What follows belongs to an exercise in optimizing a design on an open flow for small area, a short achievable clock period and few clock cycles per item; a production flow would make more cautious choices. Only simulation tests tie the RTL to the original design; equivalence was not proved. Power is estimated from default activity; no workload was simulated.

Design rs2sfx_flt, start of the top module:
module rs2sfx_flt (
    input  wire        clk,
    input  wire        rst,         
    input  wire        cmd_valid,
    output wire        cmd_ready,
    input  wire [1:0]  cmd_op,
    input  wire [4:0]  cmd_addr,
    input  wire [31:0] cmd_data,
    output reg         res_valid,
    output reg  [31:0] res_data
);
    localparam OP_WRITE = 2'd0;
    localparam OP_STEP  = 2'd1;
    localparam OP_CLR   = 2'd2;
    reg [255:0] c0;    
    reg [255:0] c1;    
    reg [31:0] unity;
    reg [7:0]  cv0, cv1;
    reg        uv;
    reg [7:0]  th0, th1;
    reg        nw1, nw2;
    reg [255:0] xh;    
    reg [255:32] yh;   
    reg [7:0]  xv, yv;
    reg        rdy;
    reg        b_v;
    reg [1:0]  b_op;
    reg [4:0]  b_addr;
    reg [31:0] b_data;
    reg        e_v;
    reg        e_last;
    reg [2:0]  e_cnt;
    reg [2:0]  e_tm1;
    reg [31:0] e_x;
    reg        tr_v, tr_first, tr_last;
  ...
Settings: LEC_CHECK=0, CAP_MARGIN=20, CORE_MARGIN=2, CORE_UTILIZATION=60, PLACE_DENSITY=0.72, SLEW_MARGIN=20; clock period 13.0 ns.
standard.sh (not shown) runs the stock make flow with config.mk's settings and CLKGATE_MAP_FILE= SYNTH_SCRIPT=/design/flow/synth_recipe.tcl, a recipe that flattens the netlist after the stock synthesis.
==> flow/flow/run.sh <==
#!/bin/bash
# The standard ORFS layout (the standard.sh, standard synthesis), with the
# timing repair after floorplan, CTS and global routing aiming for a setup
# slack of SETUP_SLACK_MARGIN at the design's own clock period and
# constraints, i.e. for a shorter cycle than the 13 ns clock asks for.
set -euo pipefail
export SETUP_SLACK_MARGIN=8.5
bash standard.sh synth > log_synth.log 2>&1
bash standard.sh floorplan > log_floorplan.log 2>&1
bash standard.sh place > log_place.log 2>&1
bash standard.sh cts > log_cts.log 2>&1
bash standard.sh route > log_route.log 2>&1
bash standard.sh finish > log_finish.log 2>&1
The baseline went through all stages and came out clean.
Testbench counts at the start, summed over its fixed seeds: cycles 17,195, items 3,810.
==> next run, changes <==
--- a/flow/config.mk
+++ b/flow/config.mk
@@ -8,5 +8,5 @@
 export CAP_MARGIN = 20
 export CORE_MARGIN = 2
-export CORE_UTILIZATION = 60
-export PLACE_DENSITY = 0.72
+export CORE_UTILIZATION = 65
+export PLACE_DENSITY = 0.76
 export SLEW_MARGIN = 20
Effect:
- clock-buffer cell count shrinks by 16
- total power grows by 5.5%
- synthesized area does not change
- cell area shrinks by 1.1%
- worst hold slack gets worse by 16 ps
- utilization grows by 4.7 points
- setup slack gets better by 14 ps
- routed wire length shrinks by 5.3%

rs2sfx_flt, a different RTL version from the one above (not shown whole).
For scale: roughly 9800 cells after synthesis, ~1700 flip-flops, roughly 76 I/O pins, about 120000 sq um of cells after synthesis.
==> flow/config.mk <==
export PLATFORM = sky130hd
export DESIGN_NAME = rs2sfx_flt
export DESIGN_NICKNAME = rs2sfx_flt
export VERILOG_FILES = /design/flow/design.v
export SDC_FILE = /design/flow/constraint.sdc
export NUM_CORES = 4
export LEC_CHECK = 0
export CAP_MARGIN = 20
export CORE_MARGIN = 2
export CORE_UTILIZATION = 40
export SLEW_MARGIN = 20
==> flow/constraint.sdc <==
create_clock -name core_clock -period 13.0 [get_ports {clk}]
set_input_delay 2.6000 -clock core_clock [delete_from_list [all_inputs] [get_ports {clk}]]
set_output_delay 2.6000 -clock core_clock [all_outputs]
set_load 0.01 [all_outputs]
run.sh (not shown) runs the stock make flow with config.mk's settings and CLKGATE_MAP_FILE= SYNTH_SCRIPT=/design/flow/synth_recipe.tcl, a recipe that flattens the netlist after the stock synthesis.
Stock flow here: none of the scripts above is used.
Testbench counts at the start, summed over its fixed seeds: cycles 17,185, items 3,810.
Next try:
Settings changed: CORE_UTILIZATION 40 to 55, PLACE_DENSITY set to 0.68.
Outcome:
- via count came out higher by 2.4%
- cell area came out lower by 1.1%
- utilization came out higher by 16 points
- die area fell by 27%
- global-route usage rises by 10 points
- setup slack improves by 0.40 ns
- flip-flop and latch count does not change
- worst hold slack improves by 0.0088 ns
- non-clock buffer count falls by 9
- power went up by 0.94%
- clock-buffer cell count shrinks by 30

-- separate check: timing with driven ports --
The flow's constraints put no driver on any port. The routed layouts listed below were extracted and timed again, unchanged, in two steps.
Step 1 sets driving cells, clkbuf_16 on the clock port and buf_2 on the other inputs (assumed; they add their load-dependent delay and slew).
Step 2 times the ports against the registers' clock, not the clock port: input delays grow and output delays shrink by t, the midpoint of the rising clock arrivals with the driver on.
Slacks: ideal ports / drivers / drivers and shift; pairs: ideal ports / drivers.
run | t, ns | setup WS [ns] | hold WS [ns] | clock arrival spread, ns | pins driven straight from the clock port
the first run of note 1 | 0.901 | 8.381 / 8.381 / 8.381 | 0.408 / 0.408 / 0.408 | 0.068 / 0.068 | 1
the second run of note 1 | 0.917 | 8.395 / 8.395 / 8.395 | 0.392 / 0.392 / 0.392 | 0.085 / 0.085 | 1
the first run of note 2 | 0.928 | 6.918 / 6.918 / 6.918 | 0.398 / 0.398 / 0.398 | 0.122 / 0.122 | 1
the second run of note 2 | 0.916 | 7.321 / 7.321 / 7.321 | 0.407 / 0.407 / 0.407 | 0.064 / 0.063 | 1
After both steps setup and hold are still met in every run listed.
